Source: an optimization exercise on an open RTL-to-GDS flow (aim: small area). Production flows keep margins and buffers that such runs may drop. The RTL was checked by simulation tests, not by an equivalence proof against the original design. Power is estimated from default activity; no workload was simulated.

job 5745:
Design jdo, start of the top module:
module jdo (
    input  wire        clk,
    input  wire        rst,          
    input  wire [31:0] op,           
    input  wire [31:0] now,          
    output wire [15:0] pwm_out0,
    output wire [15:0] pwm_out1,
    output wire [16:0] disp_out,
    output wire        ind_out,
    output wire [31:0] result_out,
    output wire        fault_out
);
Size: about 930 cells after synthesis, roughly 170 flip-flops, roughly 9800 µm² of cells after synthesis.
export LEC_CHECK = 0
export CAP_MARGIN = 20
export CORE_MARGIN = 2
export CORE_UTILIZATION = 60
export SLEW_MARGIN = 20
create_clock -name core_clock -period 25.0 [get_ports {clk}]
standard.sh (not shown) runs the stock make flow with config.mk's settings and CLKGATE_MAP_FILE= SYNTH_SCRIPT=/design/flow/synth_recipe.tcl, a recipe that flattens the netlist after the stock synthesis.
==> flow/flow/run.sh <==
#!/bin/bash
set -euo pipefail
export POST_FLOORPLAN_TCL="$PWD/flow/port_bufs.tcl"
export BUFFER_PORTS_ARGS="-buffer_cell sky130_fd_sc_hd__buf_1"
export CTS_ARGS="-sink_clustering_enable -repair_clock_nets -sink_clustering_size 12 -sink_clustering_max_diameter 60 -root_buf sky130_fd_sc_hd__clkbuf_8 -buf_list sky130_fd_sc_hd__clkbuf_8 -dont_use_dummy_load"
bash standard.sh > flow_make.log 2>&1
==> flow/flow/port_bufs.tcl <==
# POST_FLOORPLAN hook: remove the buffers that synthesis put in front of
# output ports (several ports on one net, or a constant). Global placement's
# buffer_ports then gives every output port a buffer of its own, as it does
# for all other ports.
set bufs {}
foreach inst [get_cells *] {
  if {![get_property [get_lib_cells -of_objects $inst] is_buffer]} continue
  foreach pin [get_pins -of_objects $inst -filter "direction==output"] {
    if {[llength [get_ports -quiet -of_objects [get_nets -of_objects $pin]]] > 0} {
      lappend bufs $inst
    }
  }
}
puts "port_bufs.tcl: removing [llength $bufs] buffers in front of output ports"
if {[llength $bufs] > 0} { remove_buffers $bufs }
In summary, job 5745 completed successfully, with a layout that passed the timing, design-rule and antenna checks.
#### Input delta (job 9967 over job 5745)
==> flow/flow/run.sh <==
#!/bin/bash
set -euo pipefail
export BUFFER_PORTS_ARGS="-buffer_cell sky130_fd_sc_hd__buf_1"
export CTS_ARGS="-sink_clustering_enable -repair_clock_nets -sink_clustering_size 12 -sink_clustering_max_diameter 60 -root_buf sky130_fd_sc_hd__clkbuf_8 -buf_list sky130_fd_sc_hd__clkbuf_8 -dont_use_dummy_load"
bash standard.sh > flow_make.log 2>&1
removed: flow/flow/port_bufs.tcl
[summary]
There was hardly any difference in sequential cell count between job 5745 and job 9967.
Job 9967 vs. job 5745: critical path depth fell 2, wire length of the first global-routing pass shows an increase of about 1.8%.
Largest fanout on the critical path (job 5745 / job 9967): 1.10
--- input diff job 9967..job 113 ---
# job 9967
export LEC_CHECK = 0
export CAP_MARGIN = 20
export CORE_MARGIN = 2
export CORE_UTILIZATION = 60
export SLEW_MARGIN = 20
create_clock -name core_clock -period 25.0 [get_ports {clk}]
# job 113
export LEC_CHECK = 0
export CAP_MARGIN = 20
export CORE_MARGIN = 2
export CORE_UTILIZATION = 70
export SLEW_MARGIN = 20
create_clock -name core_clock -period 25.0 [get_ports {clk}]
--- a/flow/flow/run.sh
+++ b/flow/flow/run.sh
@@ -1,4 +1,5 @@
 #!/bin/bash
 set -euo pipefail
+export POST_FLOORPLAN_TCL="$PWD/flow/port_bufs.tcl"
 export BUFFER_PORTS_ARGS="-buffer_cell sky130_fd_sc_hd__buf_1"
 export CTS_ARGS="-sink_clustering_enable -repair_clock_nets -sink_clustering_size 12 -sink_clustering_max_diameter 60 -root_buf sky130_fd_sc_hd__clkbuf_8 -buf_list sky130_fd_sc_hd__clkbuf_8 -dont_use_dummy_load"
==> flow/flow/port_bufs.tcl (new file) <==
# POST_FLOORPLAN hook: remove the buffers that synthesis put in front of
# output ports (several ports on one net, or a constant). Global placement's
# buffer_ports then gives every output port a buffer of its own, as it does
# for all other ports.
set bufs {}
foreach inst [get_cells *] {
  if {![get_property [get_lib_cells -of_objects $inst] is_buffer]} continue
  foreach pin [get_pins -of_objects $inst -filter "direction==output"] {
    if {[llength [get_ports -quiet -of_objects [get_nets -of_objects $pin]]] > 0} {
      lappend bufs $inst
    }
  }
}
puts "port_bufs.tcl: removing [llength $bufs] buffers in front of output ports"
if {[llength $bufs] > 0} { remove_buffers $bufs }
[summary]
- Job 113 ends up with a clock network power share that is 0.3 points lower than in job 9967.
- Between job 113 and job 9967, post-route fraction of the period consumed by the critical path is higher for job 113, job 9967 comes in under that.
- Relative to job 9967, the overall via count from detail_route of job 113 is higher by 189.
- [job 113 vs job 9967] time the worst path needs with I/O delays and setup: higher in job 113
- Per the comparison of job 113 with job 9967, least setup slack across all paths after layout went down; I/O pin count did not really move; wire length of the first global-routing pass went down.
- Job 113 vs. job 9967: synthesis-to-layout area growth now smaller; maximum frequency from static timing analysis held steady.
- From job 9967 to job 113 the numbers moved as follows: buffer share of cell area saw little to no change; number of nets in the finished design saw little to no change.

==> static timing again, ports no longer ideal <==
How much do the figures lean on ideal ports? The routed layouts below were timed once more, with nothing changed but the port constraints. Step 1 (the two cells are an assumption about what drives the block):
set clk [get_ports {clk}]
set_driving_cell -lib_cell sky130_fd_sc_hd__clkbuf_16 $clk
set_driving_cell -lib_cell sky130_fd_sc_hd__buf_2 [delete_from_list [all_inputs] $clk]
Step 2 also shifts input and output timing later by t, the mid clock arrival at the registers, as if the neighbouring blocks saw the same clock. Three values: no drivers, after step 1, after step 2; two values: the first two.
| run | t (ns) | slack for setup (ns) | hold WS [ns] | slew at the worst register clock pin (ns) | worst slew at a driven data input, ns |
|---|---|---|---|---|---|
| job 5745 | 0.508 | 4.603 / 4.620 / 4.113 | 0.463 / 0.463 / 0.463 | 0.10 / 0.10 | 0.04 |
| job 9967 | 0.502 | 4.109 / 4.121 / 3.619 | 0.460 / 0.460 / 0.460 | 0.10 / 0.10 | 0.04 |
| job 113 | 0.495 | 4.049 / 4.062 / 3.567 | 0.460 / 0.460 / 0.460 | 0.09 / 0.09 | 0.04 |
After both steps setup and hold are still met in every run listed.
